This is an optimization exercise on Yosys and OpenROAD, whose aim is small area, a short achievable clock period and few clock cycles, not a production implementation.
Only simulation tests tie the RTL to the original design; equivalence was not proved.
Power is estimated from default activity; no workload was simulated.

// microw_emitter
module microw_emitter (
    input  wire        clk,
    input  wire        rst,          
    input  wire        cmd_valid,
    output wire        cmd_ready,
    input  wire [31:0] cmd_data,
    output reg         rsp_valid,
    output reg  [31:0] rsp_data
);
clock: 8.0 ns
lec_check: 0
cap_margin: 20
core_margin: 2
core_utilization: 40
cts_cluster_diameter: 100
cts_cluster_size: 24
setup_slack_margin: 5
slew_margin: 20
tns_end_percent: 15
run.sh (not shown) runs the stock make flow with config.mk's settings and CLKGATE_MAP_FILE= SYNTH_SCRIPT=/design/flow/synth_recipe.tcl, a recipe that flattens the netlist after the stock synthesis.
The baseline produced a clean layout.
Testbench counts at the start, summed over its fixed seeds: cycles 34,663.
==> next run, changes <==
Settings changed: CTS_CLUSTER_SIZE 24 to 27, TNS_END_PERCENT 15 to 5.
Effect:
- routed wire length goes up slightly
- setup slack loses 39 ps
- total power goes down slightly

Another version of the RTL of microw_emitter (not shown whole).
Size in the first run: ~3400 cells after synthesis, ~69 I/O pins.
==> flow/config.mk <==
export PLATFORM = sky130hd
export DESIGN_NAME = microw_emitter
export DESIGN_NICKNAME = microw_emitter
export VERILOG_FILES = /design/flow/design.v
export SDC_FILE = /design/flow/constraint.sdc
export NUM_CORES = 4
export LEC_CHECK = 0
export CAP_MARGIN = 20
export CORE_MARGIN = 2
export CORE_UTILIZATION = 40
export CTS_CLUSTER_DIAMETER = 100
export CTS_CLUSTER_SIZE = 24
export SETUP_SLACK_MARGIN = 5
export SLEW_MARGIN = 20
==> flow/constraint.sdc <==
create_clock -name core_clock -period 8.0 [get_ports {clk}]
set_input_delay 1.6000 -clock core_clock [delete_from_list [all_inputs] [get_ports {clk}]]
set_output_delay 1.6000 -clock core_clock [all_outputs]
set_load 0.01 [all_outputs]
The baseline completed without violations.
Testbench counts at the start, summed over its fixed seeds: cycles 34,663.
Then changed:
--- a/flow/config.mk
+++ b/flow/config.mk
@@ -12,3 +12,3 @@
 export CTS_CLUSTER_SIZE = 24
-export SETUP_SLACK_MARGIN = 5
+export SETUP_SLACK_MARGIN = 4.5
 export SLEW_MARGIN = 20
Result: Worst setup slack is worse by 0.17 ns; non-clock buffer count goes down by 185; clock power is lower by a few percent; sequential share of layout area increases by 3.8 points.
Then changed:
--- a/flow/config.mk
+++ b/flow/config.mk
@@ -12,3 +12,4 @@
 export CTS_CLUSTER_SIZE = 24
-export SETUP_SLACK_MARGIN = 4.5
+export SETUP_SLACK_MARGIN = 5
 export SLEW_MARGIN = 20
+export TNS_END_PERCENT = 0
What happened: The changed run completed, yet does not pass: antenna violations. Die area does not change. Setup slack improves by 0.11 ns. Cell area climbs by 0.53%. Total power drops by 0.49%. Synthesized cell count stays the same.

RTL: one of the versions met above, not the one the previous note started from.
Size in the first run: roughly 3200 cells after synthesis, roughly 69 I/O pins, ~0.048 sq mm of cells after synthesis.
## microw_emitter
module microw_emitter (
    input  wire        clk,
    input  wire        rst,          
    input  wire        cmd_valid,
    output wire        cmd_ready,
    input  wire [31:0] cmd_data,
    output reg         rsp_valid,
    output reg  [31:0] rsp_data
);
    localparam [3:0] ST_OK          = 4'd0;
    localparam [3:0] ST_NO_NEW_DATA = 4'd2;
    localparam [3:0] ST_OVERRUN     = 4'd3;
    localparam [3:0] ST_EMPTY       = 4'd6;
    localparam [3:0] ST_NOT_ACTIVE  = 4'd7;
    localparam [3:0] ST_NOT_STARTED = 4'd8;
    localparam [3:0] ST_STATE_ERROR = 4'd9;
    localparam [3:0] ST_WRONG_MODE  = 4'd10;
    localparam [3:0] ST_ILLEGAL     = 4'd11;
    function [5:0] add6(input [5:0] x, input [2:0] d);
        reg [5:0] dd;
        reg       c;
        integer   k;
        begin
            dd = {3'b000, d};
            c  = 1'b0;
            for (k = 0; k < 6; k = k + 1) begin
                add6[k] = x[k] ^ dd[k] ^ c;
                c = (x[k] & dd[k]) | (c & (x[k] ^ dd[k]));
            end
        end
    endfunction
    function [5:0] sub6(input [5:0] x, input [2:0] d);
        reg [5:0] dd;
        reg       c;
        integer   k;
        begin
            dd = ~{3'b000, d};
            c  = 1'b1;
            for (k = 0; k < 6; k = k + 1) begin
                sub6[k] = x[k] ^ dd[k] ^ c;
                c = (x[k] & dd[k]) | (c & (x[k] ^ dd[k]));
            end
        end
    endfunction
    wire [7:0]  op   = cmd_data[31:24];
    wire [23:0] opnd = cmd_data[23:0];
    wire z_23_16 = (opnd[23:16] == 8'd0);
    wire z_15_12 = (opnd[15:12] == 4'd0);
    wire z_11_8  = (opnd[11:8]  == 4'd0);
    wire z_7_0   = (opnd[7:0]   == 8'd0);
    wire z_hi8   = z_23_16 & z_15_12 & z_11_8;
  ...
==> flow/config.mk <==
export PLATFORM = sky130hd
export DESIGN_NAME = microw_emitter
export DESIGN_NICKNAME = microw_emitter
export VERILOG_FILES = /design/flow/design.v
export SDC_FILE = /design/flow/constraint.sdc
export NUM_CORES = 4
export LEC_CHECK = 0
export CAP_MARGIN = 20
export CORE_MARGIN = 2
export CORE_UTILIZATION = 40
export CTS_CLUSTER_DIAMETER = 100
export CTS_CLUSTER_SIZE = 24
export SETUP_SLACK_MARGIN = 5
export SLEW_MARGIN = 20
export TNS_END_PERCENT = 30
==> flow/constraint.sdc <==
create_clock -name core_clock -period 8.0 [get_ports {clk}]
set_input_delay 1.6000 -clock core_clock [delete_from_list [all_inputs] [get_ports {clk}]]
set_output_delay 1.6000 -clock core_clock [all_outputs]
set_load 0.01 [all_outputs]
The baseline went through all stages and came out clean.
Testbench counts at the start, summed over its fixed seeds: cycles 34,663.
Edit:
==> flow/flow/run.sh (new file) <==
#!/bin/bash
# The standard layout (the standard.sh, unchanged synthesis and steps),
# with the port buffers made from buf_4 cells instead of the slow cell
# buffer_ports picks by default. Each tool's output is in standard.log.
set -e
export BUFFER_PORTS_ARGS="-buffer_cell sky130_fd_sc_hd__buf_4"
bash standard.sh > standard.log 2>&1
==> flow/standard.sh (new file) <==
#!/bin/bash
# synth_recipe.tcl (not shown) runs the flow's synth.tcl, then flattens the netlist and writes it again
# the make line also repeats each setting of config.mk as NAME=value (left out here)
make -C /OpenROAD-flow-scripts/flow DESIGN_CONFIG=/design/flow/config.mk WORK_HOME=/design/flow/orfs CLKGATE_MAP_FILE= SYNTH_SCRIPT=/design/flow/synth_recipe.tcl "${@:-finish}"
TNS_END_PERCENT = 10   (was 30)
removed: flow/run.sh
After rerunning: The changed run produced a clean layout. Critical path depth went up by 5. Via count went down by 2.2%. Setup slack got worse by 0.042 ns. First-iteration DRC count went down by 8.8%. Synthesized area is unchanged. Global-route usage went down by 0.32 points. Non-clock buffer count went down by 63. Die area does not change. Total power went up by 0.38%. Cell count went down by 1.2%. Register-to-register slack got worse by 0.05 ns.
Edit:
==> flow/run.sh (new file) <==
#!/bin/bash
# synth_recipe.tcl (not shown) runs the flow's synth.tcl, then flattens the netlist and writes it again
# the make line also repeats each setting of config.mk as NAME=value (left out here)
make -C /OpenROAD-flow-scripts/flow DESIGN_CONFIG=/design/flow/config.mk WORK_HOME=/design/flow/orfs CLKGATE_MAP_FILE= SYNTH_SCRIPT=/design/flow/synth_recipe.tcl finish
PLACE_DENSITY = 0.7   (was not set)
removed: flow/flow/run.sh
removed: flow/standard.sh
Result: Area after synthesis does not change. Critical path depth goes down by 5. Non-clock buffer count goes up by 34. Count of clock-buffer cells in the layout goes down by 18.

[what the ideal ports hide]
In the flow no input, the clock included, has a driving cell. The finished layouts below were timed again as built, in two steps. Step 1, drivers: a clkbuf_16 drives clk and a buf_2 each remaining input, both assumed. Step 2 moves the port delays by t, midway between the first and last clock arrival at a register: inputs arrive t later, outputs are due t later. That takes back most of the time a late clock gives input paths. a / b / c = no drivers / after step 1 / after step 2; a / b = the first two.
run | shift t [ns] | setup slack, ns | worst setup path after step 2
the first run of note 1 | 0.760 | 4.797 / 4.737 / 4.214 | input to register
the second run of note 1 | 0.742 | 4.758 / 4.739 / 4.132 | input to register
the first run of note 2 | 0.758 | 4.705 / 4.705 / 4.315 | input to register
the second run of note 2 | 0.740 | 4.540 / 4.540 / 3.915 | input to register
the third run of note 2 | 0.748 | 4.653 / 4.575 / 4.010 | input to register
the first run of note 3 | 0.746 | 4.808 / 4.737 / 4.236 | input to register
the second run of note 3 | 0.751 | 4.767 / 4.790 / 4.056 | input to register
the third run of note 3 | 0.742 | 4.745 / 4.675 / 4.233 | input to register
For the second run of note 3, which loses most, drivers alone change the setup slack by +0.023 ns; drivers and shift together by -0.711 ns.
